Context: an optimization exercise on an open-source flow, tuned for small area. The choices shown serve that exercise and are no tape-out recipe. At most, simulation tests tie the RTL to the original design; equivalence was not proved. For run 1, only the layout was checked, not whether the RTL still works. Power is estimated from default activity; no workload was simulated.

$ cat standard.sh
#!/bin/bash
# synth_recipe.tcl (not shown) runs the flow's synth.tcl, then flattens the netlist and writes it again
# the make line also repeats each setting of config.mk as NAME=value (left out here)
make -C /OpenROAD-flow-scripts/flow DESIGN_CONFIG=/design/flow/config.mk WORK_HOME=/design/flow/orfs CLKGATE_MAP_FILE= SYNTH_SCRIPT=/design/flow/synth_recipe.tcl "${@:-finish}"
$ cat design.v
module eeprom_seq (
    input             clk,
    input             rst,
    input             cmd_valid,
    output            cmd_ready,
    input      [31:0] cmd_word,
    input             buf_we,
    input             buf_sel,
    input      [4:0]  buf_idx,
    input      [22:0] buf_wdata,
    input      [4:0]  rbuf_idx,
    output     [7:0]  rbuf_data,
    input             map_ok,
    input             term_req,
    output reg        ev_valid,
    input             ev_ready,
    output reg [3:0]  ev_kind,
    output reg [31:0] ev_arg,
    input      [31:0] ev_lev,
    output     [31:0] status,
    output     [31:0] err_info,
    output     [14:0] err_addr
);
    localparam [3:0] OP_INIT = 4'h1, OP_CFG_DOUT = 4'h2, OP_CFG_DIN = 4'h3,
                     OP_CADDR = 4'h4, OP_CPAGE = 4'h5, OP_CPAIRS = 4'h6,
                     OP_WSEQ = 4'h7, OP_RSEQ = 4'h8, OP_SDP_OFF = 4'h9,
                     OP_SDP_ON = 4'hA, OP_WPAGE = 4'hB, OP_RPAGE = 4'hC,
                     OP_WTWC = 4'hF;
    localparam [3:0] E_NONE = 4'd0, E_DEVACCESS = 4'd1, E_ILLEGAL = 4'd4,
                     E_NOTINIT = 4'd5, E_LENGTH = 4'd6, E_ADDRRANGE = 4'd7,
                     E_PAGECROSS = 4'd8, E_NOSEQ = 4'd9, E_BADSEQ = 4'd10,
                     E_TWC = 4'd11, E_DIRECTION = 4'd12, E_UNLOADED = 4'd14;
    localparam [3:0] EV_SET = 4'd1, EV_CLR = 4'd2, EV_LEV = 4'd3,
                     EV_CFG = 4'd4, EV_DELAY = 4'd5, EV_SLEEP = 4'd6,
                     EV_SIGBLOCK = 4'd7, EV_SIGUNBLOCK = 4'd8,
                     EV_DIAG = 4'd9, EV_TERM = 4'd10;
    localparam [4:0] S_IDLE     = 5'd0,
                     S_RSTCLR   = 5'd1,    
                     S_SCANW    = 5'd2,    
                     S_SCAN     = 5'd3,    
                     S_CHECK    = 5'd4,
                     S_DIAG     = 5'd5,
                     S_TERM     = 5'd6,
                     S_INIT_SET = 5'd7,
                     S_INIT_CLR = 5'd8,
                     S_CFG      = 5'd9,
                     S_SIGBLOCK = 5'd10,
                     S_SP       = 5'd11,   
                     S_SETD     = 5'd13,
                     S_W_D0A    = 5'd14,
                     S_W_D0B    = 5'd15,
                     S_W_WEL    = 5'd16,
                     S_W_WP     = 5'd17,
                     S_W_WEH    = 5'd18,
                     S_W_D0C    = 5'd19,
                     S_W_D0D    = 5'd20,
                     S_CP       = 5'd21,   
                     S_CLRD     = 5'd23,
                     S_R_OE     = 5'd24,
                     S_R_EXTRA  = 5'd25,
                     S_R_SETTLE = 5'd26,
                     S_R_LEV    = 5'd27,
                     S_R_RESTORE = 5'd28,
                     S_SIGUNBLOCK = 5'd29,
                     S_SLEEP    = 5'd30;
    reg [4:0]  state;
    reg [4:0]  ph;           
    reg [1:0]  md;           
    reg [31:0] cur_cmd;
    reg        twc_pending;
    reg        seq_valid;
    reg        seq_addr;     
    reg [5:0]  seq_len;
    reg [5:0]  rbuf_len;
    reg [3:0]  err;
    reg        dout;         
    reg        unl;          
    reg        f_range;      
    reg        f_cross;      
    reg [4:0]  cnt;          
    reg [22:0] r;            
    reg [32*23-1:0] sq;      
    reg [32*9-1:0]  pb;      
    reg [32*24-1:0] pr;      
    reg [32*8-1:0]  rb;      
    wire [22:0] sq_head = sq[22:0];               
    wire [22:0] sq_next = sq[45:23];              
    wire [22:0] sq_prev = sq[32*23-1:31*23];      
    wire [8:0]  pb_head = pb[8:0];
    wire [23:0] pr_head = pr[23:0];
    wire [3:0]  c_op   = cur_cmd[3:0];
    wire [6:0]  c_len  = cur_cmd[10:4];
    wire [14:0] c_base = cur_cmd[25:11];
    wire [5:0]  c_rsv  = cur_cmd[31:26];
    reg c_legal;
    always @(*) begin
        case (c_op)
            OP_INIT, OP_CFG_DOUT, OP_CFG_DIN, OP_WSEQ, OP_RSEQ,
            OP_SDP_OFF, OP_SDP_ON, OP_WTWC:
                c_legal = (cur_cmd[31:4] == 28'd0);
            OP_CPAIRS:
                c_legal = (cur_cmd[31:11] == 21'd0);
            OP_CADDR, OP_CPAGE, OP_WPAGE, OP_RPAGE:
                c_legal = (c_rsv == 6'd0);
            default:
                c_legal = 1'b0;
        endcase
    end
    wire m_uninit  = (md == 2'b00);
    wire final_mode = md[1];
    wire len_err   = (c_len > 7'd32);
    wire range_err = f_range;
    wire cross_err = f_cross;
    wire len_zero  = (c_len == 7'd0);
    wire [3:0] wr_eng_err = twc_pending ? E_TWC : (!dout ? E_DIRECTION : E_NONE);
    wire [3:0] rd_eng_err = twc_pending ? E_TWC : E_NONE;
    reg [3:0] chk_err;
    always @(*) begin
        chk_err = E_NONE;
        if (!c_legal)
            chk_err = E_ILLEGAL;
        else if (m_uninit && c_op != OP_INIT)
            chk_err = E_NOTINIT;
        else if (!m_uninit && c_op == OP_INIT)
            chk_err = E_ILLEGAL;
        else begin
            case (c_op)
                OP_INIT:
                    if (!map_ok) chk_err = E_DEVACCESS;
                OP_CADDR: begin
                    if (len_err)        chk_err = E_LENGTH;
                    else if (range_err) chk_err = E_ADDRRANGE;
                end
                OP_CPAGE: begin
                    if (len_err)        chk_err = E_LENGTH;
                    else if (range_err) chk_err = E_ADDRRANGE;
                    else if (cross_err) chk_err = E_PAGECROSS;
                    else if (unl)       chk_err = E_UNLOADED;
                end
                OP_CPAIRS: begin
                    if (len_err)        chk_err = E_LENGTH;
                    else if (unl)       chk_err = E_UNLOADED;
                end
                OP_WSEQ: begin
                    if (!seq_valid)             chk_err = E_NOSEQ;
                    else if (seq_len != 6'd0)   chk_err = wr_eng_err;
                end
                OP_RSEQ: begin
                    if (!seq_valid)             chk_err = E_NOSEQ;
                    else if (seq_len != 6'd0) begin
                        if (!seq_addr)          chk_err = E_BADSEQ;
                        else                    chk_err = rd_eng_err;
                    end
                end
                OP_SDP_OFF, OP_SDP_ON:
                    chk_err = wr_eng_err;
                OP_WPAGE: begin
                    if (len_err)                chk_err = E_LENGTH;
                    else if (range_err)         chk_err = E_ADDRRANGE;
                    else if (cross_err)         chk_err = E_PAGECROSS;
                    else if (unl)               chk_err = E_UNLOADED;
                    else if (!len_zero)         chk_err = wr_eng_err;
                end
                OP_RPAGE: begin
                    if (len_err)                chk_err = E_LENGTH;
                    else if (range_err)         chk_err = E_ADDRRANGE;
                    else if (!len_zero)         chk_err = rd_eng_err;
                end
                default: ;
            endcase
        end
    end
    wire op_read  = (c_op == OP_RSEQ) || (c_op == OP_RPAGE);
    wire op_sleep = (c_op == OP_SDP_OFF) || (c_op == OP_SDP_ON) || (c_op == OP_WPAGE);
    wire op_pairs = (c_op == OP_CPAIRS);
    function [22:0] sdp_word;
        input       off;
        input [4:0] i;
        begin
            if (off) begin
                case (i)
                    5'd0, 5'd3: sdp_word = 23'h55_5555;   
                    5'd1, 5'd4: sdp_word = 23'h2A_AAAA;   
                    5'd2:       sdp_word = 23'h40_5555;   
                    default:    sdp_word = 23'h10_5555;   
                endcase
            end else begin
                case (i)
                    5'd0:       sdp_word = 23'h55_5555;   
                    5'd1:       sdp_word = 23'h2A_AAAA;   
                    default:    sdp_word = 23'h50_5555;   
                endcase
            end
        end
    endfunction
    wire [5:0]  addr_lo = {1'b0, c_base[4:0]} + {1'b0, ph};
    wire [10:0] addr_hi = {1'b0, c_base[14:5]} + {10'd0, addr_lo[5]};
    wire [14:0] addr_j  = {addr_hi[9:0], addr_lo[4:0]};
    reg [22:0] src_word;
    reg        comp_we;
    always @(*) begin
        comp_we = 1'b1;
        case (c_op)
            OP_CADDR, OP_RPAGE:  src_word = {8'd0, addr_j};
            OP_CPAGE:            src_word = {pb_head[7:0], addr_j};
            OP_WPAGE: begin
                src_word = {pb_head[7:0], addr_j};
                comp_we  = !len_zero;
            end
            OP_CPAIRS:           src_word = pr_head[22:0];
            OP_SDP_OFF:          src_word = sdp_word(1'b1, ph);
            OP_SDP_ON:           src_word = sdp_word(1'b0, ph);
            default: begin
                src_word = 23'd0;
                comp_we  = 1'b0;
            end
        endcase
    end
    wire j_in_len = (c_len[6:5] != 2'b00) || (ph < c_len[4:0]);
    wire need_flag = op_pairs ? pr_head[23] : pb_head[8];
    wire [4:0] wrow = buf_idx - ph - 5'd1;    
    reg        hw_v;                          
    reg        hw_sel;
    reg [4:0]  hw_idx;
    reg [22:0] hw_data;
    wire [4:0] hrow = hw_idx - ph - 5'd1;     
    always @(posedge clk) begin
        hw_v    <= buf_we && wrow[0];
        hw_sel  <= buf_sel;
        hw_idx  <= buf_idx;
        hw_data <= buf_wdata;
    end
    wire [4:0] rrow = rbuf_idx - ph;          
    reg [7:0] rb_row [0:31];
    integer q;
    always @(*) for (q = 0; q < 32; q = q + 1) rb_row[q] = rb[q*8 +: 8];
    assign rbuf_data = rb_row[rrow];
    wire clr_flags = (state == S_RSTCLR);
    wire sq_we = (state == S_SCAN) && comp_we;
    wire at_i  = (ph == cnt);
    wire rb_we = (state == S_CP) && op_read && at_i;
    wire [22:0] sq_tail = sq_we ? src_word : sq_head;
    wire [7:0]  rb_tail = rb_we ? r[22:15] : rb[7:0];
    always @(posedge clk) begin
        sq <= {sq_tail, sq[32*23-1:23]};
        rb <= {rb_tail, rb[32*8-1:8]};
    end
    function pol;
        input integer p;
        begin
            pol = (p % 4 == 1) || (p % 4 == 2);
        end
    endfunction
    integer p;
    reg [8:0]  pb_in;
    reg [23:0] pr_in;
    reg        d_b, d_r, h_b, h_r;
    always @(posedge clk) begin
        for (p = 0; p < 32; p = p + 1) begin
            if (p % 2 == 1) begin
                pb[p*9 +: 9]   <= pb[((p+1)%32)*9 +: 9];
                pr[p*24 +: 24] <= pr[((p+1)%32)*24 +: 24];
            end else begin
                d_b = buf_we && !buf_sel && wrow == p;
                d_r = buf_we &&  buf_sel && wrow == p;
                h_b = hw_v && !hw_sel && hrow == p && !d_b;
                h_r = hw_v &&  hw_sel && hrow == p && !d_r;
                pb_in = pb[(p+1)*9 +: 9]   ^ {9{pol(p+1)}};
                pr_in = pr[(p+1)*24 +: 24] ^ {24{pol(p+1)}};
                if (p == 30) begin
                    pb_in[8]  = pb_in[8]  & !clr_flags;
                    pr_in[23] = pr_in[23] & !clr_flags;
                end
                pb_in = ({9{d_b}} & {1'b1, buf_wdata[7:0]}) | ({9{h_b}} & {1'b1, hw_data[7:0]})
                      | ({9{!(d_b || h_b)}} & pb_in);
                pr_in = ({24{d_r}} & {1'b1, buf_wdata}) | ({24{h_r}} & {1'b1, hw_data})
                      | ({24{!(d_r || h_r)}} & pr_in);
                pb[p*9 +: 9]   <= pb_in ^ {9{pol(p)}};
                pr[p*24 +: 24] <= pr_in ^ {24{pol(p)}};
            end
        end
    end
    wire cfg_dir = (c_op == OP_INIT) || (c_op == OP_CFG_DOUT);
    always @(*) begin
        ev_valid = 1'b1;
        ev_kind  = 4'd0;
        ev_arg   = 32'd0;
        case (state)
            S_DIAG:       begin ev_kind = EV_DIAG;  ev_arg = {28'd0, err}; end
            S_TERM:       begin ev_kind = EV_TERM; end
            S_INIT_SET:   begin ev_kind = EV_SET;   ev_arg = 32'h0180_0000; end
            S_INIT_CLR:   begin ev_kind = EV_CLR;   ev_arg = 32'h007F_FFFF; end
            S_CFG:        begin ev_kind = EV_CFG;   ev_arg = {23'd0, cfg_dir, 3'd0, cnt}; end
            S_SIGBLOCK:   begin ev_kind = EV_SIGBLOCK; end
            S_SETD:       begin ev_kind = EV_SET;   ev_arg = {9'd0, r}; end
            S_W_D0A, S_W_D0B, S_W_D0C, S_W_D0D, S_R_SETTLE:
                          begin ev_kind = EV_DELAY; end
            S_W_WEL:      begin ev_kind = EV_CLR;   ev_arg = 32'h0080_0000; end
            S_W_WP:       begin ev_kind = EV_DELAY; ev_arg = 32'd1; end
            S_W_WEH:      begin ev_kind = EV_SET;   ev_arg = 32'h0080_0000; end
            S_CLRD:       begin ev_kind = EV_CLR;   ev_arg = {9'd0, r}; end
            S_R_OE:       begin ev_kind = EV_CLR;   ev_arg = 32'h0100_0000; end
            S_R_EXTRA:    begin ev_kind = EV_DELAY; ev_arg = 32'd2; end
            S_R_LEV:      begin ev_kind = EV_LEV; end
            S_R_RESTORE:  begin ev_kind = EV_SET;   ev_arg = 32'h0180_0000; end
            S_SIGUNBLOCK: begin ev_kind = EV_SIGUNBLOCK; end
            S_SLEEP:      begin ev_kind = EV_SLEEP; end
            default:      ev_valid = 1'b0;
        endcase
    end
    wire ev_fire = ev_valid && ev_ready;
    wire last_elem = ({1'b0, cnt} == seq_len - 6'd1);
    assign cmd_ready = (state == S_IDLE);
    wire   cmd_fire  = cmd_valid && cmd_ready;
    wire fail = md[1] & md[0];
    wire term = md[1] & !md[0];
    assign status    = {5'd0, 1'b0  , 1'b0, rbuf_len, 1'b0, seq_len, err,
                        seq_valid, fail, twc_pending, term, 1'b0  ,
                        term, fail, md[0]};
    assign err_info  = fail ? cur_cmd : 32'd0;
    assign err_addr  = (fail && (err == E_ADDRRANGE || err == E_PAGECROSS)) ? c_base : 15'd0;
    always @(posedge clk) begin
        if (rst) begin
            state       <= S_RSTCLR;
            ph          <= 5'd0;
            md          <= 2'b00;
            twc_pending <= 1'b0;
            seq_valid   <= 1'b0;
            seq_len     <= 6'd0;
            rbuf_len    <= 6'd0;
            err         <= E_NONE;
        end else begin
            ph <= ph + 5'd1;
            case (state)
                S_RSTCLR: if (ph == 5'd31) state <= S_IDLE;
                S_IDLE: begin
                    if (!final_mode && term_req) begin
                        state <= S_TERM;
                    end else if (cmd_fire && !final_mode) begin
                        cur_cmd <= cmd_word;
                        state   <= S_SCANW;
                    end
                end
                S_SCANW: begin
                    unl     <= 1'b0;
                    f_range <= 1'b0;
                    f_cross <= 1'b0;
                    if (ph == 5'd31) state <= S_SCAN;
                end
                S_SCAN: begin
                    if (j_in_len) begin
                        if (!need_flag) unl     <= 1'b1;
                        if (addr_hi[10]) f_range <= 1'b1;
                        if (addr_lo[5])  f_cross <= 1'b1;
                    end
                    if (ph == 5'd31) state <= S_CHECK;
                end
                S_CHECK: begin
                    cnt <= 5'd0;
                    if (chk_err != E_NONE) begin
                        err   <= chk_err;
                        md    <= 2'b11;
                        state <= S_DIAG;
                    end else begin
                        case (c_op)
                            OP_INIT: begin
                                md          <= 2'b01;
                                seq_valid   <= 1'b0;
                                seq_len     <= 6'd0;
                                rbuf_len    <= 6'd0;
                                twc_pending <= 1'b0;
                                dout        <= 1'b1;
                                state       <= S_INIT_SET;
                            end
                            OP_CFG_DOUT, OP_CFG_DIN: begin
                                dout  <= !c_op[0];
                                cnt   <= 5'd15;
                                state <= S_CFG;
                            end
                            OP_CADDR, OP_CPAGE, OP_CPAIRS: begin
                                seq_len   <= c_len[5:0];
                                seq_valid <= 1'b1;
                                seq_addr  <= (c_op == OP_CADDR);
                                state     <= S_IDLE;
                            end
                            OP_WSEQ: begin
                                seq_valid <= 1'b0;
                                if (seq_len == 6'd0) state <= S_IDLE;
                                else begin
                                    twc_pending <= 1'b1;
                                    state       <= S_SIGBLOCK;
                                end
                            end
                            OP_RSEQ: begin
                                seq_valid <= 1'b0;
                                rbuf_len  <= seq_len;
                                if (seq_len == 6'd0) state <= S_IDLE;
                                else begin
                                    dout  <= 1'b0;
                                    state <= S_SIGBLOCK;
                                end
                            end
                            OP_SDP_OFF, OP_SDP_ON: begin
                                seq_len   <= c_op[0] ? 6'd6 : 6'd3;
                                seq_valid <= 1'b0;
                                state     <= S_SIGBLOCK;
                            end
                            OP_WPAGE: begin
                                if (len_zero) state <= S_IDLE;
                                else begin
                                    seq_len   <= c_len[5:0];
                                    seq_valid <= 1'b0;
                                    state     <= S_SIGBLOCK;
                                end
                            end
                            OP_RPAGE: begin
                                seq_len   <= c_len[5:0];
                                seq_valid <= 1'b0;
                                seq_addr  <= 1'b1;
                                rbuf_len  <= c_len[5:0];
                                if (len_zero) state <= S_IDLE;
                                else begin
                                    dout  <= 1'b0;
                                    state <= S_SIGBLOCK;
                                end
                            end
                            OP_WTWC: begin
                                twc_pending <= 1'b0;
                                state       <= S_SLEEP;
                            end
                            default: state <= S_IDLE;
                        endcase
                    end
                end
                S_DIAG: if (ev_fire) state <= S_IDLE;
                S_TERM: if (ev_fire) begin
                    md    <= 2'b10;
                    state <= S_IDLE;
                end
                S_INIT_SET: if (ev_fire) state <= S_INIT_CLR;
                S_INIT_CLR: if (ev_fire) state <= S_CFG;
                S_CFG: if (ev_fire) begin
                    cnt <= cnt + 5'd1;
                    if (cnt == ((c_op == OP_INIT) ? 5'd24 : 5'd22)) begin
                        cnt   <= 5'd0;
                        state <= op_read ? S_R_OE : S_IDLE;
                    end
                end
                S_SIGBLOCK: if (ev_fire) begin
                    if (op_read) begin
                        cnt   <= 5'd15;
                        state <= S_CFG;
                    end else begin
                        state <= S_SP;
                    end
                end
                S_R_OE: if (ev_fire) state <= S_SP;
                S_SP: if (at_i) begin
                    r     <= ~(sq_prev & {23{cnt != 5'd0}}) & sq_head;
                    state <= S_SETD;
                end
                S_SETD: if (ev_fire) state <= op_read ? S_R_EXTRA : S_W_D0A;
                S_W_D0A: if (ev_fire) state <= S_W_D0B;
                S_W_D0B: if (ev_fire) state <= S_W_WEL;
                S_W_WEL: if (ev_fire) state <= S_W_WP;
                S_W_WP:  if (ev_fire) state <= S_W_WEH;
                S_W_WEH: if (ev_fire) state <= S_W_D0C;
                S_W_D0C: if (ev_fire) state <= S_W_D0D;
                S_W_D0D: if (ev_fire) state <= S_CP;
                S_R_EXTRA:  if (ev_fire) state <= S_R_SETTLE;
                S_R_SETTLE: if (ev_fire) state <= S_R_LEV;
                S_R_LEV: if (ev_fire) begin
                    r[22:15] <= ev_lev[22:15];
                    state    <= S_CP;
                end
                S_CP: if (at_i) begin
                    r     <= sq_head & ~(sq_next & {23{!last_elem}});
                    state <= S_CLRD;
                end
                S_CLRD: if (ev_fire) begin
                    if (last_elem) begin
                        state <= op_read ? S_R_RESTORE : S_SIGUNBLOCK;
                    end else begin
                        cnt   <= cnt + 5'd1;
                        state <= S_SP;
                    end
                end
                S_R_RESTORE: if (ev_fire) state <= S_SIGUNBLOCK;
                S_SIGUNBLOCK: if (ev_fire) state <= op_sleep ? S_SLEEP : S_IDLE;
                S_SLEEP: if (ev_fire) state <= S_IDLE;
                default: state <= S_IDLE;
            endcase
        end
    end
endmodule
$ cat flow/area.abc
strash
dch
map -a
strash
dch
map -a
strash
dch
map -a
topo
$ cat flow/run.sh
#!/bin/bash
# The standard layout (standard.sh) with three changes:
#  - synthesis is synth_recipe.tcl with only the abc technology-mapping
#    script swapped for an area-recovery one (flow/area.abc); registers
#    are mapped before abc, so they come out exactly as in the standard
#    synthesis;
#  - clock tree synthesis adds no dummy balancing loads and builds leaf
#    clusters of up to 16 registers within 50 um, from clkbuf_8;
#  - every input and output port still gets its own buffer, but buf_1
#    instead of clkdlybuf4s50_1.
set -euo pipefail
HERE=$(pwd)
export CUSTOM_ABC_SCRIPT="$HERE/flow/area.abc"
export CTS_ARGS="-sink_clustering_enable -repair_clock_nets -dont_use_dummy_load -sink_clustering_size 16 -sink_clustering_max_diameter 50 -buf_list {sky130_fd_sc_hd__clkbuf_8}"
export BUFFER_PORTS_ARGS="-inputs -outputs -buffer_cell sky130_fd_sc_hd__buf_1"
sed "s|SYNTH_SCRIPT=[^ ]*|SYNTH_SCRIPT=$HERE/flow/area_synth.tcl|" standard.sh > area_standard.sh
grep -q "SYNTH_SCRIPT=$HERE/flow/area_synth.tcl" area_standard.sh
bash area_standard.sh > standard_flow.log 2>&1
$ cat constraint.sdc
create_clock -name core_clock -period 10.0 [get_ports {clk}]
set_input_delay 2.0000 -clock core_clock [delete_from_list [all_inputs] [get_ports {clk}]]
set_output_delay 2.0000 -clock core_clock [all_outputs]
set_load 0.01 [all_outputs]
$ cat config.mk
export PLATFORM = sky130hd
export DESIGN_NAME = eeprom_seq
export DESIGN_NICKNAME = eeprom_seq
export VERILOG_FILES = /design/flow/design.v
export SDC_FILE = /design/flow/constraint.sdc
export NUM_CORES = 4
export LEC_CHECK = 0
export ABC_AREA = 1
export CAP_MARGIN = 20
export CORE_MARGIN = 2
export CORE_UTILIZATION = 65
export SLEW_MARGIN = 20
$ cat flow/area_synth.tcl
proc synth {args} { yosys synth -nofsm -noshare {*}$args }
proc abc {args} {
  set i [lsearch -exact $args -script]
  if {$i >= 0 && [info exists ::env(CUSTOM_ABC_SCRIPT)]} {
    set args [lreplace $args [expr {$i+1}] [expr {$i+1}] $::env(CUSTOM_ABC_SCRIPT)]
  }
  yosys abc {*}$args
}
source $::env(SCRIPTS_DIR)/synth.tcl
# left out here: clear keep_hierarchy, flatten, clean up, hide names made inside functions, write 1_2_yosys.v
==> results.ini, run 1 <==
[cts]
clockBufferDepth=3
cts_root_buf=clkbuf_8
clk_pin_slew_ps=100
cts.sinks=2173
postCtsSetupBuffers=0
cts_inserted_buffers=164
clk_latency_ps=850
cts_tree=built
hold_buffers=0
htree_levels=4
cts_resized=0

[placed_design]
placed_cell_area_sq_mm=0.0602
dp_hpwl_um=96200
place_congestion=0.965
portBuffers=189
dpl_worst_slack_ps=2370

[setup_path]
path_depth=15
r2r_start=ph[1]$_SDFF_PP0_
worst-path-max-fanout=10
startpoint_type=flop
cp.buffers_inverters=3
crit_chain=clkinv_1 -> fa_1 -> a21oi_1 -> o21bai_1 -> xor2_1 -> clkinv_1 -> nand2_1 -> nor2_1 -> a22oi_1 -> nand3_1 -> a221oi_1 -> nand4_1 -> a221oi_1 -> nand4_1 -> buf_1
path_delay_family=compound AO/OA/AOI/OAI gates
r2r_end=pr[452]$_DFF_P_
worstSetupStartpoint=ph[1]$_SDFF_PP0_
critical_path_class=flop to output port
cp_slowest_cell=dfxtp_1
critical_path_required_ps=8000
worstSetupEndpointType=output port
worstPathArrival_ps=5760
cpPeakStageDelay_ps=700
endpoint=rbuf_data[2]
r2r_cells=14
reg2reg_slack_ps=4260

[timing]
worst_pin_slew_ps=1020
maxSlewHeadroom_pct=31.9
layout_setup_ws_ps=2240
rsz0062_at_grt=false
drv_slew=0
min_period_ps=7760
setup_viol=0
hold_viol=0
fin_crit_sh_pct=77.6
setup_tns_ps=0
finalClockSkew_ps=63.6
fmax_mhz=129

[layout]
drive_gt1_share_pct=4.78
regArea_sq_mm=0.0442
final_cell_mix=dfxtp_1, nand2_1, nor2_1
multiInputGateArea_sq_mm=0.0124
final_area_sq_mm=0.0625
final_common_cell=dfxtp_1
fin_nets=5231
syn_to_final_growth_pct=8.23
fillers=6195

[grt]
antenna_found_initial=5
grt-ovfl-total=0
grt_pass1_vias=34000
grt_pass1_wl_um=210000
track_usage_pct=30.9
grt_max_degree=44

[pwr]
p_leak_uw=0.0238
p_per_area_mw_per_mm2=262
peakVddDrop_mv=0.232
power_frac_comb_pct=7.1
power.share.clock_pct=24.1
swShare_pct=23.5
switchingPower_uw=3850
p_int_uw=12500
seqPwrFrac_pct=68.8

[hold_path]
hold_path_depth=0
hold_class=flop to flop

[drt]
drtIter0Drc=3986
detail-route-antenna-nets=0
drc=0
via_per_inst=5.79
wl_per_cell_um=22.8
drtPass1Iterations=6
num_vias=36300
wl_um=143000

[synth]
synthFlopType=dfxtp_1
synth_area_sq_mm=0.0577
synth_warnings=2
synth-seq-cells=2173
yosysUniqueCellTypes=43
synth-edff-count=65
netlist_instances=4692
synthArstFlopShare_pct=0
syn_avg_cell_area_sq_um=12.3
yosysSeqAreaShare_pct=76.5

[die]
coreArea_sq_mm=0.0882
die_area_sq_mm=0.0912
dieHeight_um=302
start_util_pct=65.4
rows=109
io_pins=230
die_w_um=302

[status]
status=finished clean

[job]
timing.max_cap.violations=0

## state kept, by name, indices dropped and copies added, names as in the netlist, 5 cells and up
| register | flops |
|---|---|
| hw_idx | 5 |
| r | 23 |
| state | 5 |
| sq | 736 |
| ph | 5 |
| rbuf_len | 6 |
| pr | 768 |
| rb | 256 |
| seq_len | 6 |
| pb | 288 |
| hw_data | 23 |
| cur_cmd | 32 |
| cnt | 5 |
## cells by family after synthesis
family          count (synthesis)  share of synthesized area [%]
flops                        2173                           76.5
buf+inv                       319                           2.22
simple gates                 1002                           6.99
fa+ha+maj                      35                          0.810
xor+xnor                       20                          0.303
other cells                     1                        0.00650
compound gates               1142                           13.2
## power by group through the flow
stage | combinational, uW | clock, uW | sequential, uW
after floorplan | 748 | 0 | 11100
after global placement | 1120 | 0 | 11400
after detailed placement | 1130 | 0 | 11400
after CTS | 1140 | 4020 | 11200
after global routing | 1280 | 4320 | 11400
final | 1160 | 3950 | 11300
## stage by stage
stage | total power, uW | cells | util, % | hold slack [ps]
6_report | 16400 | 6260 | 70.8 | 274
5_1_grt | 17000 | 6258 | 70.8 | 269
4_1_cts | 16400 | 6254 | 70.8 | 267
3_5_place_dp | 12500 | 6090 | 68.2 | 312
3_3_place_gp | 12500 | 6090 | 68.2 | 310
2_1_floorplan | 11900 | 4707 | - | 310
## worst reg2reg max path: cells and delay by family, from the launching register on
family / cells / cell delay (ps)
buf+inv: 4 / 2260
flops: 1 / 700
compound gates: 3 / 820
simple gates: 6 / 1380
fa+ha+maj: 1 / 490
## metal layers
layer | vias to the layer above | part of all wire, % | track usage (%)
li1 | 17100 | - | -
met4 | 2 | 3.7 | 13.1
met1 | 17200 | 44 | 44.0
met3 | 308 | 7.9 | 5.78
met2 | 1645 | 44 | 46.8
met5 | - | 0.011 | 0
## Yosys cell counts, types with 4 or more instances
cell       count  area share, %
nand2_1      444            2.9
o22ai_1      186            2.0
nor3_1        35           0.30
a22o_2         8           0.14
o221ai_1     187            2.8
xor2_1        16           0.24
clkinv_1     297            1.9
or2_2          6          0.065
a2111oi_0      7           0.11
nor3b_1        4          0.052
buf_4         22           0.29
xnor2_1        4          0.061
a211oi_1       4          0.052
ha_1          31           0.67
a41oi_1        4          0.061
edfxtp_1      65            3.4
nand3_1       63           0.55
dfxtp_1     2108             73
nor4_1        12           0.13
o21ai_0      163            1.4
a221oi_1      97            1.5
a31oi_1       32           0.35
a22oi_1      164            2.1
nand4_1       27           0.29
fa_1           4           0.14
nor2_1       405            2.6
a21oi_1      271            2.3
## worst min path at each step
| stage | from | endpoint | slack [ps] |
|---|---|---|---|
| global route | sq[644]$_DFF_P_ | sq[621]$_DFF_P_ | 270 |
| finish | pr[742]$_DFF_P_ | pr[718]$_DFF_P_ | 270 |
| global placement | sq[262]$_DFF_P_ | sq[239]$_DFF_P_ | 310 |
| CTS | sq[644]$_DFF_P_ | sq[621]$_DFF_P_ | 270 |
| floorplan | pb[109]$_DFF_P_ | pb[100]$_DFF_P_ | 310 |
| detailed placement | pb[221]$_DFF_P_ | pb[212]$_DFF_P_ | 310 |
## final cells by class
type	instances	area share, %
Tap cell	1165	2.33
Sequential cell	2173	70.7
Antenna cell	6	0.0240
Timing Repair Buffer	240	1.75
Clock buffer	164	3.61
Multi-Input combinational cell	2215	19.8
Inverter	297	1.78
==> inputs of run 2 (changes only) <==
--- a/design.v
+++ b/design.v
@@ -221,14 +221,12 @@
     wire [4:0] wrow = buf_idx - ph - 5'd1;    
     reg        hw_v;                          
     reg        hw_sel;
-    reg [4:0]  hw_idx;
-    reg [22:0] hw_data;
+    wire [4:0]  hw_idx  = cnt;
+    wire [22:0] hw_data = r;
     wire [4:0] hrow = hw_idx - ph - 5'd1;     
     always @(posedge clk) begin
-        hw_v    <= buf_we && wrow[0];
+        hw_v    <= buf_we && wrow[0] && cmd_ready;
         hw_sel  <= buf_sel;
-        hw_idx  <= buf_idx;
-        hw_data <= buf_wdata;
     end
     wire [4:0] rrow = rbuf_idx - ph;          
     reg [7:0] rb_row [0:31];
@@ -334,6 +332,8 @@
             case (state)
                 S_RSTCLR: if (ph == 5'd31) state <= S_IDLE;
                 S_IDLE: begin
+                    r   <= buf_wdata;
+                    cnt <= buf_idx;
                     if (!final_mode && term_req) begin
                         state <= S_TERM;
                     end else if (cmd_fire && !final_mode) begin
==> run 2 against run 1 <==
Against the previous run: combinational power increased by 17%; still clean on timing, DRC and antenna; total power increased by 0.22%; critical endpoint unchanged; final cell count decreased by 0.19%; core utilization increased by 0.41 points; critical path depth increased by 1; global-route usage increased by 1.2 points; clock power decreased by 2%; count of clock-buffer cells in the layout decreased by 5; largest cell class unchanged; design area decreased by 0.65%; sequential share of layout area decreased by 0.44 points.
==> results.ini, run 2 <==
[pwr]
power.share.clock_pct=23.7  ; -0.4 points
power_frac_comb_pct=8.3  ; +1.2 points
p_int_uw=12400  ; -1.4%
p_per_area_mw_per_mm2=264  ; +0.88%
p_leak_uw=0.0235  ; -0.94%
power.total_uw=16400  ; +0.22%
peakVddDrop_mv=0.207  ; -11%
seqPwrFrac_pct=68.0  ; -0.8 points
switchingPower_uw=4050  ; +5.4%
swShare_pct=24.7  ; +1.2 points

[synth]
synth_most_common_cell=dfxtp_1
ys_top_cells_by_area=dfxtp_1, edfxtp_1, a22oi_1
yosysSeqAreaShare_pct=76.0  ; -0.46 points
synth_warnings=2  ; unchanged
synthArstFlopShare_pct=0  ; unchanged
synth_top_area_share_pct=72.6  ; -0.48 points
netlist_instances=4685  ; -0.15%
synth_commonest_cells=dfxtp_1, nor2_1, nand2_1
synth-edff-count=65  ; unchanged
synth_top_area_cell=dfxtp_1
synth-seq-cells=2145  ; -1.3%
synth_area_sq_mm=0.0573  ; -0.68%
syn_avg_cell_area_sq_um=12.2  ; -0.53%
synthFlopType=dfxtp_1
yosysUniqueCellTypes=39  ; -9.3%

[cts]
cts_resized=0  ; unchanged
clk_latency_ps=900  ; +50 ps
cts_root_buf=clkbuf_8
hold_buffers=0  ; unchanged
clk_pin_slew_ps=90  ; about the same
cts_inserted_buffers=159  ; -3.0%
cts.sinks=2145  ; -1.3%
cts_tree=built
htree_levels=4  ; unchanged
postCtsSetupBuffers=0  ; unchanged
clockBufferDepth=3  ; unchanged

[timing]
layout_setup_ws_ps=2060  ; -175 ps
rsz0062_at_grt=false
setup_viol=0  ; unchanged
maxSlewHeadroom_pct=23.1  ; -8.8 points
fin_hold_ws_ps=279  ; +5.00 ps
fin_crit_sh_pct=79.4  ; +1.8 points
drv_slew=0  ; unchanged
setup_tns_ps=0  ; unchanged
fmax_mhz=126  ; -2.2%
finalClockSkew_ps=98.3  ; +34.7 ps
min_period_ps=7940  ; +175 ps
worst_pin_slew_ps=1140  ; +128 ps
hold_viol=0  ; unchanged

[setup_path]
worstPathArrival_ps=5940  ; +180 ps
startpoint_type=primary input
critical_path_required_ps=8000  ; about the same
critical_path_class=primary input to output port
worst-path-max-fanout=8  ; -2
worstSetupEndpointType=output port

[placed_design]
dp_hpwl_um=100000  ; +4.3%
dpl_worst_slack_ps=2140  ; -229 ps
portBuffers=189  ; unchanged
place_congestion=0.947  ; -1.9%
placed_cells=6082  ; -0.13%

[layout]
finalNonFillerCells=6248  ; -0.19%
top_register=pr
drive_gt1_share_pct=4.68  ; -0.095 points
final_cell_mix=dfxtp_1, nor2_1, nand2_1
largest_reg_flops=768  ; unchanged
syn_to_final_growth_pct=8.26  ; about the same
regArea_sq_mm=0.0436  ; -1.3%
fillers=6188  ; -0.11%
final_common_cell=dfxtp_1
fin_nets=5228  ; -0.057%
multiInputGateArea_sq_mm=0.0125  ; +0.46%
reg.largest.list=pr x768, sq x736, pb x288

[drt]
drtIter0Drc=3997  ; +0.28%
wl_um=147000  ; +2.9%
drtPass1Iterations=5  ; -1
num_vias=37200  ; +2.4%
drc=0  ; unchanged
via_per_inst=5.95  ; +2.6%
wl_per_cell_um=23.5  ; +3.1%
detail-route-antenna-nets=0  ; unchanged

[grt]
track_usage_pct=32.1  ; +1.2 points
grt_pass1_wl_um=217000  ; +3.4%
grt_pass1_vias=35000  ; +2.8%
grt_max_degree=33  ; -25%
antenna_found_initial=11  ; +6
grt-ovfl-total=0  ; unchanged

[status]
status=finished clean

[die]
start_util_pct=65.8  ; +0.36 points
die_area_sq_mm=0.0906  ; -0.67%
die_w_um=301  ; -0.33%
rows=108  ; -0.92%
coreArea_sq_mm=0.0872  ; -1.2%
io_pins=230  ; unchanged
dieHeight_um=301  ; -0.33%

[hold_path]
hold_class=flop to flop

[job]
timing.max_cap.violations=0  ; unchanged

## run 2: cell types whose count changed after synthesis, moves of 20 or more
cell      delta
a22oi_1     +85
a31oi_1     -20
clkinv_1    +29
dfxtp_1     -28
nand2_1     -97
o21ai_0     +34
o221ai_1    -47
## run 2: final cells by class
cell class / count / share of cell area (%)
Tap cell: 1155 / 2.33
Inverter: 326 / 1.97
Antenna cell: 7 / 0.0282
Sequential cell: 2145 / 70.2
Clock buffer: 159 / 3.52
Multi-Input combinational cell: 2207 / 20.1
Timing Repair Buffer: 249 / 1.87
## run 2: layer usage
metal,share of wire [%],track usage (%),vias to the layer above
li1,-,-,17200
met1,45,47.5,17900
met2,43,47.2,1807
met3,9.4,6.71,275
met4,3.1,10.8,6
met5,0.029,0,-
## run 2: kinds of logic after synthesis
group / count (synthesis) / share of synthesized area [%]
flip-flops: 2145 / 76.0
other: 1 / 0.00654
AO/OA/AOI/OAI: 1217 / 14.0
adder cells (fa/ha/maj): 35 / 0.816
AND/OR/NAND/NOR: 924 / 6.52
buffers and inverters: 348 / 2.42
XOR/XNOR: 15 / 0.229
## run 2: worst paths after layout
path,depth (start not counted),end,from,slack [ps]
max,16,rbuf_data[2],rbuf_idx[0],2060
min,0,sq[99]$_DFF_P_,sq[122]$_DFF_P_,280
max reg2reg,13,pr[61]$_DFF_P_,ph[0]$_SDFF_PP0_,4190
min reg2reg,0,sq[99]$_DFF_P_,sq[122]$_DFF_P_,280
## run 2: stage by stage
step           util [%]  cell area, sq um
2_1_floorplan         -             57400
3_3_place_gp       68.7             59900
3_5_place_dp       68.7             59900
4_1_cts            71.2             62100
5_1_grt            71.2             62100
6_report           71.2             62100
## run 2: critical path, stage by stage
cell and delay, ps:
buf_1 80, clkinv_1 50, ha_1 160, clkinv_1 80
fa_1 400, a21oi_1 160, o21bai_1 90, xor2_1 520
clkinv_1 270, nand2_1 210, nor2_1 180, a22oi_1 200
nand4_1 170, a2111oi_0 920, nand3_1 240, buf_1 200
## run 2: power groups by stage
stage          sequential, uW  clock [uW]  combinational (uW)
6_report                11200        3890                1360
5_1_grt                 11300        4250                1480
4_1_cts                 11100        3950                1330
3_5_place_dp            11300           0                1320
3_3_place_gp            11300           0                1300
2_1_floorplan           11000           0                 810
==> inputs of run 3 (changes only) <==
==> flow/run.sh (replaced) <==
#!/bin/bash
# The standard layout (standard.sh) with three changes:
#  - synthesis is synth_recipe.tcl with only the abc technology-mapping
#    script swapped for an area-recovery one (flow/area.abc); registers
#    are mapped before abc, so they come out exactly as in the standard
#    synthesis;
#  - clock tree synthesis adds no dummy balancing loads and builds leaf
#    clusters of up to 10 registers within 40 um, from clkbuf_4;
#  - every input and output port still gets its own buffer, but buf_1
#    instead of clkdlybuf4s50_1.
set -euo pipefail
HERE=$(pwd)
export CUSTOM_ABC_SCRIPT="$HERE/flow/area.abc"
export CTS_ARGS="-sink_clustering_enable -repair_clock_nets -dont_use_dummy_load -sink_clustering_size 10 -sink_clustering_max_diameter 40 -buf_list {sky130_fd_sc_hd__clkbuf_4}"
export BUFFER_PORTS_ARGS="-inputs -outputs -buffer_cell sky130_fd_sc_hd__buf_1"
sed "s|SYNTH_SCRIPT=[^ ]*|SYNTH_SCRIPT=$HERE/flow/area_synth.tcl|" standard.sh > area_standard.sh
grep -q "SYNTH_SCRIPT=$HERE/flow/area_synth.tcl" area_standard.sh
bash area_standard.sh > standard_flow.log 2>&1
==> run 3 against run 2 <==
Against the previous run: still clean on timing, DRC and antenna; worst setup slack worse by 68 ps; combinational power about the same; register-to-register slack about the same; critical path depth increased by 2; core utilization down 0.46 points; flip-flop and latch count did not move; area after synthesis unchanged; global-route usage decreased by 0.14 points; clock skew increased by 41 ps; hold slack got worse by 43 ps; clock power fell by 8.7%; die area is the same.
==> results.ini, run 3 <==
[drt]
drtIter0Drc=3977  ; -0.50%
routed.top_layer=met5
wl_um=146000  ; -0.54%
detail-route-antenna-nets=0  ; unchanged
drc=0  ; unchanged
dr_wl_met3_um=13800  ; +0.52%
met1_length_um=65800  ; about the same
num_vias=37400  ; +0.78%
drtPass1Iterations=6  ; +1
wl_per_cell_um=23.1  ; -1.8%
via_per_inst=5.92  ; -0.51%
wl_met2_um=62400  ; -0.86%

[setup_path]
startpoint_type=primary input
reg2reg_slack_ps=4190  ; about the same
r2r_start=ph[0]$_SDFF_PP0_
critical_path_class=primary input to output port
critical_path_required_ps=8000  ; about the same
worstSetupEndpointType=output port
worst-path-max-fanout=8  ; unchanged
r2r_end=pr[61]$_DFF_P_
worstSetupStartpoint=rbuf_idx[0]
r2r_cells=13  ; unchanged
worstPathArrival_ps=6010  ; +70 ps

[synth]
synth_warnings=2  ; unchanged
synth_top_area_cell=dfxtp_1
ys_top_cells_by_area=dfxtp_1, edfxtp_1, a22oi_1
netlist_instances=4685  ; unchanged
synthArstFlopShare_pct=0  ; unchanged
synth_area_sq_mm=0.0573  ; unchanged
yosysUniqueCellTypes=39  ; unchanged
yosysSeqAreaShare_pct=76.0  ; unchanged
synth_commonest_cells=dfxtp_1, nor2_1, nand2_1
synth_most_common_cell=dfxtp_1
synth_top_area_share_pct=72.6  ; unchanged
synth-seq-cells=2145  ; unchanged
synthFlopType=dfxtp_1
syn_avg_cell_area_sq_um=12.2  ; unchanged
synth-edff-count=65  ; unchanged

[placed_design]
portBuffers=189  ; unchanged
placed_cells=6082  ; unchanged
place_congestion=0.947  ; unchanged
dp_hpwl_um=100000  ; unchanged
dpl_worst_slack_ps=2140  ; unchanged

[timing]
min_period_ps=8010  ; +67.8 ps
layout_setup_ws_ps=1990  ; -67.8 ps
hold_viol=0  ; unchanged
setup_viol=0  ; unchanged
rsz0062_at_grt=false
fin_crit_sh_pct=80.1  ; +0.68 points
drv_slew=0  ; unchanged
maxSlewHeadroom_pct=24.0  ; +0.85 points
finalClockSkew_ps=139  ; +40.9 ps
setup_tns_ps=0  ; unchanged
fmax_mhz=125  ; -0.85%
worst_pin_slew_ps=1130  ; -12.6 ps

[die]
rows=108  ; unchanged
die_w_um=301  ; unchanged
die_area_sq_mm=0.0906  ; unchanged
coreArea_sq_mm=0.0872  ; unchanged
dieHeight_um=301  ; unchanged
start_util_pct=65.8  ; unchanged
io_pins=230  ; unchanged

[cts]
cts_resized=0  ; unchanged
hold_buffers=0  ; unchanged
clockBufferDepth=3  ; unchanged
postCtsSetupBuffers=0  ; unchanged
htree_levels=4  ; unchanged
clk_pin_slew_ps=100  ; about the same
clk_latency_ps=1200  ; +300 ps
cts_inserted_buffers=238  ; +50%
cts_tree=built
cts.sinks=2145  ; unchanged
cts_root_buf=clkbuf_4

[layout]
reg.largest.list=pr x768, sq x736, pb x288
final_cell_mix=dfxtp_1, nor2_1, nand2_1
largest_reg_flops=768  ; unchanged
drive_gt1_share_pct=6.14  ; +1.5 points
syn_to_final_growth_pct=7.57
final_common_cell=dfxtp_1
finalNonFillerCells=6329  ; +1.3%
fin_nets=5307  ; +1.5%
top_register=pr

[grt]
grt_pass1_vias=35500  ; +1.4%
antenna_found_initial=9  ; -2
grt_max_degree=33  ; unchanged
grt_pass1_wl_um=217000  ; about the same
track_usage_pct=31.9  ; -0.14 points
grt-ovfl-total=0  ; unchanged

[status]
status=finished clean

[pwr]
p_leak_uw=0.0235  ; -0.21%
peakVddDrop_mv=0.193  ; -7.1%
p_per_area_mw_per_mm2=260  ; -1.5%
power.total_uw=16100  ; -2.1%

[hold_path]
holdPathEnd=pr[647]$_DFF_P_
hold_class=flop to flop
hold_path_depth=1  ; +1
hold_start=pr[671]$_DFF_P_

[job]
timing.max_cap.violations=0  ; unchanged

[run 3: cell counts after synthesis]
No cell type changed its count.
[run 3: logic make-up (layout without fill, tap and decap cells)]
| family | Yosys count | count (layout) | share of synthesized area [%] |
|---|---|---|---|
| other cells | 1 | 25 | 0.00654 |
| xor+xnor | 15 | 15 | 0.229 |
| flops | 2145 | 2145 | 76.0 |
| compound gates | 1217 | 1217 | 14.0 |
| simple gates | 924 | 924 | 6.52 |
| fa+ha+maj | 35 | 35 | 0.816 |
| buf+inv | 348 | 813 | 2.42 |
[run 3: routing by layer]
layer  vias up  GRT usage, %
li1      17400             -
met1     18000          47.2
met2      1805          46.9
met3       257          6.95
met4         6          10.7
met5         -             0
[run 3: how the worst max path moves through the flow]
stage | endpoint | slack [ps] | cells past startpoint
2_1_floorplan | rbuf_data[0] | 3550 | 16
3_3_place_gp | rbuf_data[2] | 2230 | 16
3_5_place_dp | rbuf_data[2] | 2140 | 16
4_1_cts | rbuf_data[2] | 2100 | 14
5_1_grt | rbuf_data[2] | 1800 | 14
6_report | rbuf_data[0] | 1990 | 18
[run 3: layout make-up]
type / count / area [sq um]
sequential: 2145 / 43600
clock buffer: 238 / 1790
inverter: 326 / 1220
antenna: 9 / 22.5
multi-input combinational: 2207 / 12500
fill: 6337 / 25500
tap: 1155 / 1450
timing repair buffer: 249 / 1160
[run 3: worst max-delay path, stage by stage]
cell and delay (ps):
buf_1 80, clkinv_1 60, ha_1 160, clkinv_1 80, fa_1 400, a21oi_1 150
o21bai_1 80, xor2_1 540, clkinv_1 270, nand2_1 210, nor2_1 190, a22oi_1 210
nand3_1 100, a221oi_1 550, nand3_1 150, a221oi_1 380, nand4_1 210, buf_1 180
[run 3: power breakdown]
part           internal, uW  switching, uW  total (uW)
registers             10500            669       11200
clock network          1090           2460        3550
logic                   446            915        1360
total                 12000           4050       16100
[run 3: metrics by stage]
step	instance area [sq um]	utilization (%)	hold slack [ps]
after floorplan	57400	-	310
after global placement	59900	68.7	310
after detailed placement	59900	68.7	312
after CTS	61700	70.7	224
after global routing	61700	70.8	220
final	61700	70.8	236
==> inputs of run 4 (changes only) <==
==> flow/area.abc (replaced) <==
strash
dch
amap
strash
dch
amap
strash
dch
amap
topo
==> run 4 against run 3 <==
Against the previous run: register-to-register slack gained 90 ps; critical path type is now flop to output port; design area is essentially flat; synthesized cell count shrank 7.5%; largest power group unchanged.
==> results.ini, run 4 <==
[status]
status=finished clean

[pwr]
power.share.clock_pct=22.9  ; +0.8 points
swShare_pct=24.4  ; -0.83 points
power.total_uw=15400  ; -3.9%
seqPwrFrac_pct=69.3  ; about the same
peakVddDrop_mv=0.178  ; -7.5%
power_frac_comb_pct=7.9  ; -0.6 points
p_per_area_mw_per_mm2=250  ; -3.8%
switchingPower_uw=3760  ; -7.1%
p_leak_uw=0.0234  ; -0.49%
p_int_uw=11700  ; -2.8%

[die]
die_area_sq_mm=0.0901  ; -0.58%
die_w_um=300  ; -0.29%
start_util_pct=65.6  ; -0.18 points
io_pins=230  ; unchanged
coreArea_sq_mm=0.0869  ; -0.31%
rows=108  ; unchanged
dieHeight_um=300  ; -0.29%

[layout]
final_cell_mix=dfxtp_1, o21ai_0, nor2_1
final_common_cell=dfxtp_1
syn_to_final_growth_pct=8.10
drive_gt1_share_pct=7.32  ; +1.2 points
largest_reg_flops=768  ; unchanged
fin_nets=4976  ; -6.2%
reg.largest.list=pr x768, sq x736, pb x288
top_register=pr
finalNonFillerCells=5997  ; -5.2%

[cts]
clk_latency_ps=1210  ; about the same
cts_resized=0  ; unchanged
postCtsSetupBuffers=0  ; unchanged
clk_pin_slew_ps=100  ; about the same
clockBufferDepth=3  ; unchanged
cts_tree=built
cts.sinks=2145  ; unchanged
cts_inserted_buffers=238  ; unchanged
hold_buffers=0  ; unchanged
htree_levels=4  ; unchanged
cts_root_buf=clkbuf_4

[synth]
synth-edff-count=65  ; unchanged
yosysUniqueCellTypes=53  ; +36%
synth_area_sq_mm=0.0570  ; -0.59%
synth_commonest_cells=dfxtp_1, o21ai_0, nor2_1
yosysSeqAreaShare_pct=76.5  ; +0.45 points
synth_top_area_cell=dfxtp_1
synth_top_area_share_pct=73.0  ; +0.43 points
synth-seq-cells=2145  ; unchanged
synth_most_common_cell=dfxtp_1
synthFlopType=dfxtp_1
syn_avg_cell_area_sq_um=13.2  ; +7.5%
netlist_instances=4333  ; -7.5%
ys_top_cells_by_area=dfxtp_1, a222oi_1, edfxtp_1
synth_warnings=2  ; unchanged
synthArstFlopShare_pct=0  ; unchanged

[timing]
maxSlewHeadroom_pct=19.9  ; -4.0 points
fin_crit_sh_pct=82.3  ; +2.2 points
finalClockSkew_ps=143  ; +4.24 ps
min_period_ps=8230  ; +225 ps
worst_pin_slew_ps=1200  ; +66.2 ps
setup_viol=0  ; unchanged
rsz0062_at_grt=false
fmax_mhz=121  ; -2.7%
setup_tns_ps=0  ; unchanged
hold_viol=0  ; unchanged
drv_slew=0  ; unchanged

[placed_design]
place_congestion=0.938  ; -0.95%
dp_hpwl_um=92100  ; -8.3%
placed_cells=5750  ; -5.5%
portBuffers=189  ; unchanged

[drt]
detail-route-antenna-nets=0  ; unchanged
drtPass1Iterations=9  ; +3
wl_per_cell_um=23.4  ; +1.3%
num_vias=36200  ; -3.4%
via_per_inst=6.03  ; +2.0%
drc=0  ; unchanged
drtIter0Drc=4651  ; +17%
wl_um=140000  ; -4.0%

[setup_path]
r2r_start=cur_cmd[0]$_DFFE_PP_
worstSetupStartpoint=ph[1]$_SDFF_PP0_
critical_path_class=flop to output port
worst-path-max-fanout=17  ; +9
worstPathArrival_ps=6230  ; +220 ps
worstSetupEndpointType=output port
r2r_cells=16  ; +3
r2r_end=rbuf_len[5]$_SDFFE_PP0P_
endpoint=rbuf_data[0]
reg2reg_slack_ps=4280  ; +90 ps
startpoint_type=flop
critical_path_required_ps=8000  ; about the same

[grt]
track_usage_pct=30.8  ; -1.2 points
grt_pass1_wl_um=209000  ; -3.6%
antenna_found_initial=6  ; -3
grt_max_degree=34  ; +3.0%
grt-ovfl-total=0  ; unchanged
grt_pass1_vias=34100  ; -3.9%

[job]
timing.max_cap.violations=0  ; unchanged

[hold_path]
hold_class=flop to flop

==> run 4: how the worst min path moves through the flow <==
stage                               start               to  depth (start not counted)
after global placement    pr[599]$_DFF_P_  pr[575]$_DFF_P_                          0
after detailed placement  pb[116]$_DFF_P_  pb[107]$_DFF_P_                          0
after CTS                 pr[111]$_DFF_P_   pr[87]$_DFF_P_                          0
after global routing      pr[111]$_DFF_P_   pr[87]$_DFF_P_                          0
final                     pr[111]$_DFF_P_   pr[87]$_DFF_P_                          0
after floorplan           pb[109]$_DFF_P_  pb[100]$_DFF_P_                          0
==> run 4: cells by family after synthesis <==
family | count (synthesis) | synth area share [%]
simple gates | 715 | 5.71
flops | 2145 | 76.5
compound gates | 1201 | 15.3
buf+inv | 236 | 1.70
fa+ha+maj | 35 | 0.821
other cells | 1 | 0.00658
==> run 4: power by group through the flow <==
stage / logic, uW / registers [uW] / clock network (uW)
3_3_place_gp: 1170 / 10800 / 0
3_5_place_dp: 1180 / 10800 / 0
5_1_grt: 1320 / 10800 / 3940
4_1_cts: 1200 / 10700 / 3600
2_1_floorplan: 768 / 10600 / 0
6_report: 1220 / 10700 / 3530
==> run 4: layout make-up <==
type                       count  area [sq um]
antenna                        8          20.0
fill                        6100         25300
clock buffer                 238          1790
tap                         1155          1450
inverter                     214           803
timing repair buffer         270          1320
sequential                  2145         43600
multi-input combinational   1967         12700
==> run 4: per-layer routing <==
layer / up-vias / part of all wire [%] / wire length, um / track usage, %
met1: 17300 / 45 / 63700 / 45.5
met4: 0 / 3.0 / 4200 / 11.0
met3: 266 / 8.5 / 12000 / 6.18
met2: 1770 / 43 / 60600 / 45.2
li1: 16800 / - / - / -
met5: - / 0 / 0 / 0
==> run 4: through the flow <==
| stage | utilization, % | cell area, sq um | hold slack (ps) | setup WS, ps |
|---|---|---|---|---|
| 2_1_floorplan | - | 57100 | 310 | 2480 |
| 4_1_cts | 70.9 | 61600 | 271 | 1480 |
| 5_1_grt | 70.9 | 61600 | 276 | 1310 |
| 3_3_place_gp | 68.8 | 59800 | 309 | 1570 |
| 6_report | 70.9 | 61600 | 253 | 1770 |
| 3_5_place_dp | 68.8 | 59800 | 312 | 1690 |
==> run 4: critical path, cell delays in order (launching register included) <==
cell and delay [ps]:
dfxtp_1 700, clkinv_1 490, fa_1 540, nand2_1 100, nand2b_1 60, a21oi_1 210, nand2_1 90, o21ai_2 300
clkinv_1 600, nor2_1 700, a222oi_1 230, nand3_1 130, a21oi_1 100, nand4_1 230, a21oi_1 60, nand2_1 100
a2111oi_0 60, a21oi_1 190, buf_1 190
==> inputs of run 5 (changes only) <==
--- a/config.mk
+++ b/config.mk
@@ -6,7 +6,7 @@
 export NUM_CORES = 4
 export LEC_CHECK = 0
 export ABC_AREA = 1
-export CAP_MARGIN = 20
+export CAP_MARGIN = 5
 export CORE_MARGIN = 2
 export CORE_UTILIZATION = 65
-export SLEW_MARGIN = 20
+export SLEW_MARGIN = 5
==> run 5 against run 4 <==
Against the previous run: maximum frequency is 4.9% lower; critical path type unchanged; still clean; combinational power hardly changed; die area stayed put; largest power group unchanged; hold slack better by 30 ps.
==> results.ini, run 5 <==
[status]
status=finished clean

[timing]
min_period_ps=8660  ; +428 ps
fin_hold_ws_ps=282  ; +29.7 ps
worst_pin_slew_ps=1280  ; +81.4 ps
rsz0062_at_grt=false
fin_crit_sh_pct=86.6  ; +4.3 points
drv_slew=0  ; unchanged
setup_tns_ps=0  ; unchanged
maxSlewHeadroom_pct=14.8  ; -5.1 points
fmax_mhz=115  ; -4.9%
finalClockSkew_ps=106  ; -37.3 ps
layout_setup_ws_ps=1340  ; -428 ps
setup_viol=0  ; unchanged
hold_viol=0  ; unchanged

[synth]
synthAdderAreaFrac_pct=0.821  ; unchanged
synth_area_sq_mm=0.0570  ; unchanged
ys_top_cells_by_area=dfxtp_1, a222oi_1, edfxtp_1
synthArstFlopShare_pct=0  ; unchanged
synth_top_area_share_pct=73.0  ; unchanged
synth_top_family_by_area=compound AO/OA/AOI/OAI gates
yosysUniqueCellTypes=53  ; unchanged
synthFlopType=dfxtp_1
synth-xor-area-share_pct=0  ; unchanged
synth_top_area_cell=dfxtp_1
synthSimpleGateAreaFrac_pct=5.71  ; unchanged
synth_commonest_cells=dfxtp_1, o21ai_0, nor2_1
synth_compound_area_share_pct=15.3  ; unchanged
netlist_instances=4333  ; unchanged
synth-seq-cells=2145  ; unchanged
synth-edff-count=65  ; unchanged
synth_warnings=2  ; unchanged
synthMuxAreaShare_pct=0  ; unchanged
yosysSeqAreaShare_pct=76.5  ; unchanged
synth_most_common_cell=dfxtp_1
syn_avg_cell_area_sq_um=13.2  ; unchanged

[layout]
drive_gt1_share_pct=7.24  ; -0.083 points
multiInputGateArea_sq_mm=0.0126  ; -0.12%
reg.largest.list=pr x768, sq x736, pb x288
largest_reg_flops=768  ; unchanged
fin_nets=4976  ; unchanged
syn_to_final_growth_pct=8.07  ; about the same
final_common_cell=dfxtp_1
top_register=pr
regArea_sq_mm=0.0436  ; unchanged
fillers=6117  ; +0.28%
final_cell_mix=dfxtp_1, o21ai_0, nor2_1
utilization_pct=70.9  ; about the same

[grt]
grt-ovfl-total=0  ; unchanged
grt_pass1_wl_um=209000  ; +0.14%
track_usage_pct=30.8  ; about the same
grt_pass1_vias=34100  ; +0.16%
grt_max_degree=34  ; unchanged
antenna_found_initial=6  ; unchanged

[placed_design]
dpl_worst_slack_ps=1520  ; -174 ps
place_congestion=0.938  ; unchanged
portBuffers=189  ; unchanged
dp_hpwl_um=92100  ; about the same

[die]
io_pins=230  ; unchanged
die_w_um=300  ; unchanged
die_area_sq_mm=0.0901  ; unchanged
coreArea_sq_mm=0.0869  ; unchanged
start_util_pct=65.6  ; unchanged
rows=108  ; unchanged
dieHeight_um=300  ; unchanged

[job]
timing.max_cap.violations=0  ; unchanged

[drt]
wl_um=140000  ; about the same
via_per_inst=6.04  ; about the same
drtIter0Drc=4571  ; -1.7%
num_vias=36200  ; +0.086%
detail-route-antenna-nets=0  ; unchanged
wl_per_cell_um=23.4  ; about the same
drtPass1Iterations=9  ; unchanged
drc=0  ; unchanged

[pwr]
swShare_pct=24.4  ; +0.041 points
seqPwrFrac_pct=69.2  ; about the same
switchingPower_uw=3770  ; +0.22%
power_frac_comb_pct=7.9  ; about the same
p_int_uw=11700  ; about the same
power.share.clock_pct=22.9  ; about the same
p_per_area_mw_per_mm2=251  ; about the same
power.total_uw=15400  ; about the same
p_leak_uw=0.0234  ; about the same
peakVddDrop_mv=0.181  ; +1.4%

[cts]
clk_pin_slew_ps=100  ; about the same
hold_buffers=0  ; unchanged
postCtsSetupBuffers=0  ; unchanged
cts_root_buf=clkbuf_4
cts_tree=built
htree_levels=4  ; unchanged
clk_latency_ps=1200  ; about the same
cts_inserted_buffers=238  ; unchanged
cts_resized=0  ; unchanged
cts.sinks=2145  ; unchanged
clockBufferDepth=3  ; unchanged

[setup_path]
critical_path_required_ps=8000  ; about the same
worstPathArrival_ps=6660  ; +430 ps
worstSetupEndpointType=output port
critical_path_class=flop to output port
worst-path-max-fanout=9  ; -8
startpoint_type=flop

[hold_path]
hold_class=flop to flop

[run 5: worst max-delay path: stages (launching register included)]
cell,delay (ps)
dfxtp_1,690
clkinv_1,470
fa_1,530
o21ai_0,960
clkinv_1,540
nand4_1,270
nor2_1,200
a22oi_1,240
nand3_1,100
a21oi_1,340
nand4_1,230
a21oi_1,170
nand2_1,70
a2111oi_0,340
a21oi_1,140
buf_1,160
[run 5: final timing paths]
check / startpoint / end / slack, ps / cells past startpoint
max: ph[1]$_SDFF_PP0_ / rbuf_data[0] / 1340 / 15
min: pr[114]$_DFF_P_ / pr[90]$_DFF_P_ / 280 / 0
max reg2reg: cur_cmd[0]$_DFFE_PP_ / rbuf_len[5]$_SDFFE_PP0P_ / 4180 / 16
min reg2reg: pr[114]$_DFF_P_ / pr[90]$_DFF_P_ / 280 / 0
[run 5: metrics by stage]
stage	cells	cell area, sq um
2_1_floorplan	4348	57100
3_3_place_gp	5750	59800
3_5_place_dp	5750	59800
4_1_cts	5988	61600
5_1_grt	5998	61600
6_report	5999	61600
[run 5: power groups by stage]
stage / Combinational, uW / Clock (uW) / Sequential, uW
final: 1220 / 3530 / 10700
after floorplan: 768 / 0 / 10600
after global placement: 1170 / 0 / 10800
after global routing: 1320 / 3950 / 10800
after detailed placement: 1180 / 0 / 10800
after CTS: 1190 / 3610 / 10700
[run 5: logic make-up (layout without fill, tap and decap cells)]
logic type | count (synthesis) | count (layout)
DFF | 2145 | 2145
buffers and inverters | 236 | 722
adders and majority gates | 35 | 35
and+or+nand+nor | 715 | 715
other | 1 | 26
AOI/OAI and AO/OA | 1201 | 1201
[run 5: area by class of cell]
type                       instances  share of cell area [%]
inverter                         214                    1.30
clock buffer                     238                    2.90
multi-input combinational       1967                    20.5
antenna                           10                  0.0406
sequential                      2145                    70.8
timing repair buffer             270                    2.14
tap                             1155                    2.35
[run 5: routing by layer]
metal  vias to the layer above  GRT usage (%)  routed length (um)
li1                      16800              -                   -
met1                     17200           45.6               63000
met2                      1835           44.8               60100
met3                       299           5.85               12500
met4                         0           12.3                4890
met5                         -              0                   0
==> inputs of run 6 (changes only) <==
==> flow/run.sh (replaced) <==
#!/bin/bash
# The standard layout (standard.sh) with three changes:
#  - synthesis is synth_recipe.tcl with only the abc technology-mapping
#    script swapped for an area-recovery one (flow/area.abc); registers
#    are mapped before abc, so they come out exactly as in the standard
#    synthesis;
#  - clock tree synthesis adds no dummy balancing loads and builds leaf
#    clusters of up to 8 registers within 35 um, from clkbuf_4;
#  - every input and output port still gets its own buffer, but buf_1
#    instead of clkdlybuf4s50_1.
set -euo pipefail
HERE=$(pwd)
export CUSTOM_ABC_SCRIPT="$HERE/flow/area.abc"
export CTS_ARGS="-sink_clustering_enable -repair_clock_nets -dont_use_dummy_load -sink_clustering_size 8 -sink_clustering_max_diameter 35 -buf_list {sky130_fd_sc_hd__clkbuf_4}"
export BUFFER_PORTS_ARGS="-inputs -outputs -buffer_cell sky130_fd_sc_hd__buf_1"
sed "s|SYNTH_SCRIPT=[^ ]*|SYNTH_SCRIPT=$HERE/flow/area_synth.tcl|" standard.sh > area_standard.sh
grep -q "SYNTH_SCRIPT=$HERE/flow/area_synth.tcl" area_standard.sh
bash area_standard.sh > standard_flow.log 2>&1
--- a/config.mk
+++ b/config.mk
@@ -6,7 +6,7 @@
 export NUM_CORES = 4
 export LEC_CHECK = 0
 export ABC_AREA = 1
-export CAP_MARGIN = 5
+export CAP_MARGIN = 20
 export CORE_MARGIN = 2
 export CORE_UTILIZATION = 65
-export SLEW_MARGIN = 5
+export SLEW_MARGIN = 20
==> run 6 against run 5 <==
Against the previous run: synthesized cell count stayed put; area after synthesis stayed put; hold slack worse by 13 ps; register-to-register slack better by 80 ps; still clean on timing, DRC and antenna; die area stayed put; design area is 1.1% higher; clock power is 14% higher.
==> results.ini, run 6 <==
[cts]
clk_latency_ps=1240  ; +40 ps
htree_levels=5  ; +1
hold_buffers=0  ; unchanged
clockBufferDepth=4  ; +1
postCtsSetupBuffers=0  ; unchanged
cts_root_buf=clkbuf_4
clk_pin_slew_ps=80  ; -20 ps
cts.sinks=2145  ; unchanged

[die]
coreArea_sq_mm=0.0869  ; unchanged
die_w_um=300  ; unchanged
rows=108  ; unchanged
io_pins=230  ; unchanged
die_area_sq_mm=0.0901  ; unchanged
dieHeight_um=300  ; unchanged

[setup_path]
startpoint_type=flop
worstPathArrival_ps=6240  ; -420 ps
worstSetupEndpointType=output port
cp_slowest_cell=nor2_1
worst-path-max-fanout=17  ; +8
path_delay_family=simple AND/OR/NAND/NOR gates
crit_top_cell=a21oi_1
critical_path_required_ps=8000  ; about the same

[timing]
maxSlewHeadroom_pct=21.4  ; +6.6 points
finalClockSkew_ps=126  ; +19.6 ps
setup_tns_ps=0  ; unchanged
fmax_mhz=121  ; +5.0%
rsz0062_at_grt=false
fin_crit_sh_pct=82.4  ; -4.2 points
setup_viol=0  ; unchanged
hold_viol=0  ; unchanged

[drt]
drc=0  ; unchanged
wl_um=141000  ; +0.55%
num_vias=36700  ; +1.2%
wl_per_cell_um=23.2  ; -0.84%
drtIter0Drc=4517  ; -1.2%
drtPass1Iterations=9  ; unchanged

[synth]
synth_commonest_cells=dfxtp_1, o21ai_0, nor2_1
yosysUniqueCellTypes=53  ; unchanged
ys_top_cells_by_area=dfxtp_1, a222oi_1, edfxtp_1
synth_area_sq_mm=0.0570  ; unchanged
synth-edff-count=65  ; unchanged
synth-seq-cells=2145  ; unchanged
synthArstFlopShare_pct=0  ; unchanged
yosysSeqAreaShare_pct=76.5  ; unchanged
synth_warnings=2  ; unchanged
synthFlopType=dfxtp_1

[grt]
track_usage_pct=30.9  ; +0.18 points
antenna_found_initial=7  ; +1
grtUsageMet2_pct=45.0  ; +0.23 points
grt_busiest_layer=met1
met3_usage_pct=6.31  ; +0.46 points
grt_pass1_wl_um=211000  ; +0.84%
grt-ovfl-total=0  ; unchanged
grt_max_degree=34  ; unchanged

[pwr]
power.total_uw=15900  ; +3.3%
peakVddDrop_mv=0.181  ; about the same
p_leak_uw=0.0238  ; +1.7%
p_per_area_mw_per_mm2=256  ; +2.2%

[placed_design]
portBuffers=189  ; unchanged
dp_hpwl_um=92100  ; about the same

[layout]
top_register=pr
fillers=6022  ; -1.6%
fin_nets=5062  ; +1.7%
final_area_sq_mm=0.0623  ; +1.1%
largest_reg_flops=768  ; unchanged
final_cell_mix=dfxtp_1, o21ai_0, nor2_1
final_common_cell=dfxtp_1
drive_gt1_share_pct=8.94  ; +1.7 points
reg.largest.list=pr x768, sq x736, pb x288

[job]
timing.max_cap.violations=0  ; unchanged

[status]
status=finished clean

==> run 6: metal layers <==
| metal | part of all wire (%) | wire length, um |
|---|---|---|
| met1 | 45 | 63000 |
| met5 | 0 | 0 |
| met4 | 3.4 | 4840 |
| met2 | 43 | 60700 |
| met3 | 8.9 | 12600 |
==> run 6: area by class of cell <==
type                    count  area (sq um)  area share (%)
flip-flops and latches   2145         43600            70.0
multi-input cells        1967         12700            20.3
clock buffers             324          2430            3.91
well taps                1155          1450            2.32
repair buffers            270          1320            2.12
inverters                 214           803            1.29
diodes                      8          20.0          0.0321
==> run 6: worst register-to-register path, cell delays in order, from the launching register on <==
cell,delay (ps)
edfxtp_1,460
clkinv_1,210
nor2_1,480
clkinv_1,220
nor2_1,320
nor2_1,130
clkinv_1,280
nor2_1,310
o22a_1,330
or3_1,400
nor4b_1,370
nand2_1,90
nor2_1,550
nand2_1,270
a21oi_1,790
o221a_1,340
nor3_1,50
==> run 6: power breakdown <==
group | total [uW] | leakage [uW] | switching, uW | internal, uW
Clock | 4040 | 0.00149 | 2550 | 1490
Combinational | 1220 | 0.00451 | 743 | 478
Sequential | 10700 | 0.0178 | 577 | 10100
Total | 15900 | 0.0238 | 3870 | 12100
==> run 6: stage by stage <==
| stage | cells | utilization [%] | hold WS, ps | setup slack [ps] |
|---|---|---|---|---|
| finish | 6083 | 71.7 | 269 | 1760 |
| global route | 6082 | 71.7 | 257 | 1350 |
| CTS | 6074 | 71.6 | 261 | 1520 |
| detailed placement | 5750 | 68.8 | 312 | 1690 |
| global placement | 5750 | 68.8 | 309 | 1570 |
| floorplan | 4348 | - | 310 | 2480 |
==> run 6: worst paths after layout <==
kind                        start                  endpoint  slack [ps]  depth (start not counted)
max              ph[1]$_SDFF_PP0_              rbuf_data[0]        1760                         18
max reg2reg  cur_cmd[0]$_DFFE_PP_  rbuf_len[5]$_SDFFE_PP0P_        4260                         16
min reg2reg       pb[146]$_DFF_P_           pb[137]$_DFF_P_         270                          0
min               pb[146]$_DFF_P_           pb[137]$_DFF_P_         270                          0
==> run 6: logic make-up (layout without fill, tap and decap cells) <==
logic type | count (synthesis) | count (layout) | share of synthesized area [%]
and+or+nand+nor | 715 | 715 | 5.71
buffers and inverters | 236 | 808 | 1.70
DFF | 2145 | 2145 | 76.5
AOI/OAI and AO/OA | 1201 | 1201 | 15.3
other | 1 | 24 | 0.00658
adders and majority gates | 35 | 35 | 0.821

-- re-timing with driven ports --
In the flow no input, the clock included, has a driving cell. The finished layouts below were timed again as built, in two steps.
Step 1, drivers: a clkbuf_16 drives clk and a buf_2 each remaining input, both assumed.
Step 2 also shifts input and output timing later by t, the mid clock arrival at the registers, as if the neighbouring blocks saw the same clock.
a / b / c = ideal ports / drivers / drivers and shift; a / b = the first two.
| run | t (ns) | setup WS [ns] |
|---|---|---|
| run 1 | 0.899 | 2.237 / 2.167 / 2.298 |
| run 2 | 0.922 | 2.062 / 2.041 / 2.041 |
| run 3 | 1.202 | 1.994 / 1.974 / 1.974 |
| run 4 | 1.210 | 1.769 / 1.699 / 1.853 |
| run 5 | 1.217 | 1.341 / 1.267 / 1.444 |
| run 6 | 1.248 | 1.756 / 1.685 / 1.816 |
After both steps setup and hold are still met in every run listed.
